What follows belongs to an exercise in optimizing a design on an open flow for small area, a short achievable clock period and few clock cycles per item; a production flow would make more cautious choices. The RTL was checked by simulation tests, not by an equivalence proof against the original design. Power figures rest on the tool's default switching activity, not on a simulated workload.

// rtp_depkt
module rtp_depkt (
  input  wire        clk,
  input  wire        rst,
  input  wire        in_valid,
  input  wire [7:0]  in_data,
  input  wire        in_last,
  output wire        in_ready,
  input  wire [11:0] sps_w,
  input  wire [11:0] sps_h,
  output reg         fo_valid,
  output reg  [7:0]  fo_data,
  output reg         fo_last,
  output reg         st_valid,
  output reg  [1:0]  st_hdr,
  output reg  [2:0]  st_kind,
  output reg  [3:0]  st_action,
  output reg         st_marker,
  output reg  [15:0] st_seq,
  output reg  [6:0]  st_payload_len,
  output reg         st_seq_exp_valid,
  output reg  [15:0] st_seq_expected,
  output reg         st_seq_anomaly,
  output reg         st_res_change,
  output reg         st_au_abandoned,
  output reg  [7:0]  st_attempted_len,
  output wire        st_re_state,
  output wire [11:0] st_width,
  output wire [11:0] st_height,
  output wire [31:0] st_anomaly_count
);
  localparam H_ACCEPTED = 2'd0, H_SHORT = 2'd1, H_VERSION = 2'd2, H_PT = 2'd3;
  localparam K_NONE = 3'd0, K_SPS = 3'd1, K_PPS = 3'd2, K_IDR = 3'd3, K_NONIDR = 3'd4,
             K_FUS = 3'd5, K_FUC = 3'd6, K_UNKNOWN = 3'd7;
  ...
==> flow/config.mk <==
export PLATFORM = sky130hd
export DESIGN_NAME = rtp_depkt
export DESIGN_NICKNAME = rtp_depkt
export VERILOG_FILES = /design/flow/design.v
export SDC_FILE = /design/flow/constraint.sdc
export NUM_CORES = 4
export LEC_CHECK = 0
export CAP_MARGIN = 20
export CORE_MARGIN = 2
export CORE_UTILIZATION = 40
export PLACE_DENSITY = 0.6
export SLEW_MARGIN = 20
==> flow/constraint.sdc <==
create_clock -name core_clock -period 10.0 [get_ports {clk}]
set_input_delay 2.0000 -clock core_clock [delete_from_list [all_inputs] [get_ports {clk}]]
set_output_delay 2.0000 -clock core_clock [all_outputs]
set_load 0.01 [all_outputs]
standard.sh (not shown) runs the stock make flow with config.mk's settings and CLKGATE_MAP_FILE= SYNTH_SCRIPT=/design/flow/synth_recipe.tcl, a recipe that flattens the netlist after the stock synthesis.
==> flow/flow/run.sh <==
#!/bin/bash
set -euo pipefail
bash standard.sh SETUP_SLACK_MARGIN=6.5 finish > standard_flow.log 2>&1
The first run passed the timing, DRC and antenna checks.
Testbench counts at the start, summed over its fixed seeds: cycles 76,713, datagrams 2,400.
Then changed:
--- a/flow/design.v
+++ b/flow/design.v
@@ -10,20 +10,20 @@
   output reg         fo_valid,
   output reg  [7:0]  fo_data,
   output reg         fo_last,
   output reg         st_valid,
   output reg  [1:0]  st_hdr,
   output reg  [2:0]  st_kind,
   output reg  [3:0]  st_action,
   output reg         st_marker,
-  output reg  [15:0] st_seq,
+  output wire [15:0] st_seq,
   output reg  [6:0]  st_payload_len,
-  output reg         st_seq_exp_valid,
-  output reg  [15:0] st_seq_expected,
+  output wire        st_seq_exp_valid,
+  output wire [15:0] st_seq_expected,
   output reg         st_seq_anomaly,
   output reg         st_res_change,
   output reg         st_au_abandoned,
   output reg  [7:0]  st_attempted_len,
   output wire        st_re_state,
   output wire [11:0] st_width,
   output wire [11:0] st_height,
   output wire [31:0] st_anomaly_count
@@ -63,23 +63,25 @@
   reg        pr_p0;          
   reg        p2v;
   reg [2:0]  k2;
   reg [1:0]  h2;
   reg [6:0]  pl2;
   reg        m2, ovf2, big2, resc2, anom2, hres2;
   reg [7:0]  att2;
   reg [7:0]  addv2;
+  reg        st_acc;
   reg [7:0]  stg [0:15];
   reg [7:0]  cch [0:23];
   reg [4:0]  sps_len;
   reg [3:0]  pps_len;
   reg        sps_cm, pps_cm;
   reg [11:0] width, height;
   reg        seq_valid;
+  reg        seq_upd;
   reg [15:0] seq_exp;
   reg [31:0] anom_cnt;
   reg [7:0]  au_buf [0:127];
   reg [7:0]  rd;             
   reg [7:0]  au_start;       
   reg [7:0]  au_cnt;         
   reg        re_state;
   reg        cp_en;
@@ -98,16 +100,19 @@
   reg        em_dat;         
   reg [1:0]  em_sc;
   reg [6:0]  em_rem;
   assign in_ready         = rdy;
   assign st_re_state      = re_state;
   assign st_width         = width;
   assign st_height        = height;
   assign st_anomaly_count = anom_cnt;
+  assign st_seq           = st_acc ? seq : 16'd0;
+  assign st_seq_exp_valid = st_acc & seq_valid;
+  assign st_seq_expected  = (st_acc & seq_valid) ? seq_exp : 16'd0;
   wire [5:0]  pre      = {1'b0, sps_len} + {2'b0, pps_len} + 6'd6;
   wire [7:0]  pre8     = {2'b0, pre};
   wire        cp_done  = (cp_rem == 6'd0);
   wire        acc_hdr  = v_ok & pt_ok;
   wire        at12     = (hi == 7'd12);
   wire        at13     = (hi == 7'd13);
   wire        gt12     = (hi > 7'd12);
   wire [4:0]  ht       = hd[4:0];
@@ -197,16 +202,17 @@
       bi        <= 7'd0;
       mode_au   <= 1'b0;
       mode_stg  <= 1'b0;
       sps_len   <= 5'd0;
       pps_len   <= 4'd0;
       width     <= 12'd0;
       height    <= 12'd0;
       seq_valid <= 1'b0;
+      seq_upd   <= 1'b0;
       anom_cnt  <= 32'd0;
       rd        <= 8'd0;
       au_start  <= 8'd0;
       au_cnt    <= 8'd0;
       re_state  <= 1'b0;
       cp_en     <= 1'b1;
       cp_wptr   <= 8'd0;
       cp_rem    <= 6'd6;
@@ -279,16 +285,21 @@
           pr_hdr  <= (hi < 7'd11) ? H_SHORT : ~v_ok ? H_VERSION : ~pt_ok ? H_PT : H_ACCEPTED;
         end
       end
       if (consume) begin
         if (hi == 7'd0) begin
           mode_au  <= 1'b0;
           mode_stg <= 1'b0;
         end
+        if ((hi == 7'd2) && seq_upd) begin
+          seq_upd   <= 1'b0;
+          seq_valid <= 1'b1;
+          seq_exp   <= seq + 16'd1;
+        end
         if (at12) begin
           p0f      <= hd[7:5];
           p0fu     <= (ht == 5'd28);
           mode_stg <= is12_ps;
           mode_au  <= is12_idr | is12_non;
           if (~own_busy) cp_en <= is12_idr | (cp_en & acc_hdr & (ht == 5'd28));
           if (is12_idr & ~cp_done) begin
             cp_own <= 1'b1;
@@ -347,31 +358,28 @@
         anom2 <= seq_valid && (seq != seq_exp);
         hres2 <= (width != 12'd0) && (height != 12'd0);
         addv2 <= (kind == K_FUC) ? au_cnt + plen8 - 8'd2 :
                  (kind == K_FUS) ? plen8 - 8'd1 + (fus_idr ? pre8 : 8'd0) :
                  plen8 + ((kind == K_IDR) ? pre8 : 8'd0);
       end
       if (p2v) begin
         st_valid         <= 1'b1;
-        st_seq           <= (h2 == H_ACCEPTED) ? seq : 16'd0;
-        st_seq_exp_valid <= (h2 == H_ACCEPTED) & seq_valid;
-        st_seq_expected  <= ((h2 == H_ACCEPTED) & seq_valid) ? seq_exp : 16'd0;
+        st_acc           <= (h2 == H_ACCEPTED);
         st_hdr           <= h2;
         st_kind          <= k2;
         st_marker        <= (h2 == H_ACCEPTED) & m2;
         st_payload_len   <= (h2 == H_ACCEPTED) ? pl2 : 7'd0;
         st_seq_anomaly   <= (h2 == H_ACCEPTED) & anom2;
         st_res_change    <= 1'b0;
         st_au_abandoned  <= 1'b0;
         st_attempted_len <= 8'd0;
         st_action        <= A_NONE;
         if (h2 == H_ACCEPTED) begin
-          seq_valid <= 1'b1;
-          seq_exp   <= seq + 16'd1;
+          seq_upd <= 1'b1;
           if (anom2) anom_cnt <= anom_cnt + 32'd1;
         end
         n_re    = re_state;
         n_start = au_start;
         n_sl    = sps_len;
         n_pl    = pps_len;
         emit    = 1'b0;
         keep    = 1'b0;
Result: The new run passed the timing, DRC and antenna checks. Routed wire length shrinks by 1.5%. Combinational power came out lower by 4.3%. Worst hold slack got worse by 0.0085 ns. Non-clock buffer count climbs by 2. Power went down by 0.31%. Sequential share of layout area fell by 0.49 points.
Testbench counts after the change, summed over its fixed seeds: cycles 76,713, datagrams 2,400.

-- what the ideal ports hide --
Ports are ideal in the flow. The routed layouts listed here were re-timed in OpenROAD. Step 1 (the two cells are an assumption about what drives the block):
set clk [get_ports {clk}]
set_driving_cell -lib_cell sky130_fd_sc_hd__clkbuf_16 $clk
set_driving_cell -lib_cell sky130_fd_sc_hd__buf_2 [delete_from_list [all_inputs] $clk]
Step 2 moves the port delays by t, midway between the first and last clock arrival at a register: inputs arrive t later, outputs are due t later. That takes back most of the time a late clock gives input paths. Slacks: no drivers / after step 1 / after step 2; pairs: no drivers / after step 1.
run	shift t [ns]	slack for setup (ns)	hold WS [ns]	worst data-port slew with drivers (ns)
the first run	0.892	6.277 / 6.277 / 5.872	0.412 / 0.412 / 0.412	0.18
the second run	0.905	6.132 / 6.051 / 5.707	0.404 / 0.404 / 0.404	0.05
After both steps every run listed still meets setup and hold. For the second run, which loses most, drivers alone change the setup slack by -0.081 ns; drivers and shift together by -0.425 ns.
